Background: an optimization exercise with open tools, aiming at small area, a short achievable clock period and few clock cycles. Do not read the settings as production practice. Function was checked by simulation only, so behaviour that the tests miss may differ from the original. No activity file was given, so power comes from the tool's default toggle rates.

== run 1 ==
## updi_host
module updi_host (
    input  wire        clk,
    input  wire        rst,
    input  wire        cfg_a24,
    input  wire        req_valid,
    output wire        req_ready,
    input  wire [4:0]  req_op,
    input  wire        req_wide,
    input  wire [23:0] req_addr,
    input  wire [15:0] req_data,
    input  wire [16:0] req_len,
    output wire        rsp_valid,
    output wire [2:0]  rsp_kind,
    output wire [2:0]  rsp_stage,
    output wire [2:0]  rsp_cause,
    output wire [15:0] rsp_data,
    output wire [1:0]  life,
    output wire [1:0]  session,
    output wire        desync,
    input  wire        wd_valid,
    output wire        wd_ready,
    input  wire [7:0]  wd_data,
    output wire        rd_valid,
    output wire [7:0]  rd_data,
    output wire        ctl_valid,
    output wire [2:0]  ctl_cmd,
    input  wire        ctl_ready,
    input  wire        ctl_fail,
    output wire        tx_valid,
    output wire [7:0]  tx_data,
    input  wire        tx_ready,
    input  wire        rx_valid,
    input  wire        rx_err,
    input  wire [7:0]  rx_data,
    output wire        rx_ready
);
For scale: ~2,000 cells after synthesis, about 370 flip-flops, ~150 I/O pins, about 16,000 um2 of cells after synthesis.
==> flow/config.mk <==
export PLATFORM = sky130hd
export DESIGN_NAME = updi_host
export DESIGN_NICKNAME = updi_host
export VERILOG_FILES = /design/flow/design.v
export SDC_FILE = /design/flow/constraint.sdc
export NUM_CORES = 4
export LEC_CHECK = 0
export ABC_AREA = 1
export CAP_MARGIN = 20
export CORE_MARGIN = 2
export CORE_UTILIZATION = 50
export CTS_CLUSTER_DIAMETER = 100
export CTS_CLUSTER_SIZE = 25
export SETUP_SLACK_MARGIN = 4.15
export SLEW_MARGIN = 20
==> flow/constraint.sdc <==
create_clock -name core_clock -period 8.0 [get_ports {clk}]
set_input_delay 1.6000 -clock core_clock [delete_from_list [all_inputs] [get_ports {clk}]]
set_output_delay 1.6000 -clock core_clock [all_outputs]
set_load 0.01 [all_outputs]
standard.sh (not shown) runs the stock make flow with config.mk's settings and CLKGATE_MAP_FILE= SYNTH_SCRIPT=/design/flow/synth_recipe.tcl, a recipe that flattens the netlist after the stock synthesis.
==> flow/flow/run.sh <==
#!/bin/bash
set -o pipefail
export BUFFER_PORTS_ARGS="-buffer_cell sky130_fd_sc_hd__buf_1"
bash standard.sh > standard.log 2>&1
Testbench counts of run 1, summed over its fixed seeds: cycles 23,533.
Input-level comparison between run 2 and run 1:
- CORE_UTILIZATION changed from 50 to 60
- SETUP_SLACK_MARGIN changed from 4.15 to 4.3
## What came out
Run 2 went all the way through the flow, and no timing, DRC or antenna check failed.
Re total vias in the final route: run 1 was lower than run 2.
Delta (run 2 minus run 1): sequential fraction of total cell area has decreased; core utilization has increased.
Re post-synthesis area per instance: no difference whatsoever between run 2 and run 1.
Non-filler instance count after layout: run 2 vs run 1 down 2.3%
Area of the multi-input gates on run 2 is up relative to run 1.
## Diff of input files: run 3 against run 2
- swapping 60 for 50 in CORE_UTILIZATION
### Flow results
- Internal cell power: run 2 vs run 3 — no meaningful difference
- Comparing run 2 and run 3, the higher proportion of power drawn by flip-flops and latches is on run 3.
- Looking at run 2 and run 3, the clock network fraction of design power is a wash.
- From run 2 to run 3 the numbers moved as follows: share of cells above drive strength 1 now larger; combinational gate power comparable; final routed wirelength across all metal layers now smaller.

* * *

== v29 ==
updi_host, a different RTL version from the one above (not shown whole).
Size in the first run: roughly 2100 cells after synthesis, ~390 flip-flops, ~17000 sq um of cells after synthesis.
clock: 8.0 ns
lec_check: 0
abc_area: 1
cap_margin: 20
core_margin: 2
core_utilization: 40
cts_cluster_diameter: 100
cts_cluster_size: 25
setup_slack_margin: 4.0
slew_margin: 20
Scripts as last shown in full above: flow/flow/run.sh
Testbench counts of v29, summed over its fixed seeds: cycles 23,533.
Inputs modified between v29 and v3:
-- flow/config.mk --
<<< v29, line 12
export CTS_CLUSTER_DIAMETER = 100
export CTS_CLUSTER_SIZE = 25
export SETUP_SLACK_MARGIN = 4.0
export SLEW_MARGIN = 20
>>> v3, line 12
export CTS_CLUSTER_DIAMETER = 100
export CTS_CLUSTER_SIZE = 25
export SETUP_SLACK_MARGIN = 4.3
export SLEW_MARGIN = 20
| fraction of power consumed by combinational cells | lower: v29 |. Comparing wire length of the first global-routing pass for v3 and v29, the smaller number came from v29. Overall global routing resource usage came out higher on v3 than on v29. Routed via count went up slightly going from v29 to v3. Routed wire length is higher on v3. v3 against v29: worst setup slack picked up an extra 180 ps; shortest period the worst path allows moved down; number of buffers on the longest clock path comparable.

## static timing again, ports no longer ideal
The flow's constraints put no driver on any port. The routed layouts listed below were extracted and timed again, unchanged, in two steps. Step 1 (the two cells are an assumption about what drives the block):
set clk [get_ports {clk}]
set_driving_cell -lib_cell sky130_fd_sc_hd__clkbuf_16 $clk
set_driving_cell -lib_cell sky130_fd_sc_hd__buf_2 [delete_from_list [all_inputs] $clk]
Step 2 moves the port delays by t, midway between the first and last clock arrival at a register: inputs arrive t later, outputs are due t later. That takes back most of the time a late clock gives input paths. a / b / c = ideal / step 1 / step 2; a / b = the first two.
run | t (ns) | setup WS [ns] | hold slack, ns | worst slew at a driven data input, ns | cell pins on the clock port's net
run 1 | 0.568 | 4.043 / 4.003 / 3.803 | 0.330 / 0.330 / 0.330 | 0.04 | 1
run 2 | 0.571 | 4.204 / 4.164 / 3.994 | 0.328 / 0.328 / 0.328 | 0.07 | 1
run 3 | 0.568 | 4.184 / 4.144 / 3.876 | 0.331 / 0.331 / 0.331 | 0.08 | 1
v29 | 0.609 | 4.067 / 4.044 / 3.585 | 0.323 / 0.323 / 0.323 | 0.08 | 1
v3 | 0.623 | 4.251 / 4.183 / 3.684 | 0.306 / 0.306 / 0.306 | 0.09 | 1
After both steps every run listed still meets setup and hold. For v3, which loses most, drivers alone change the setup slack by -0.068 ns; drivers and shift together by -0.567 ns.
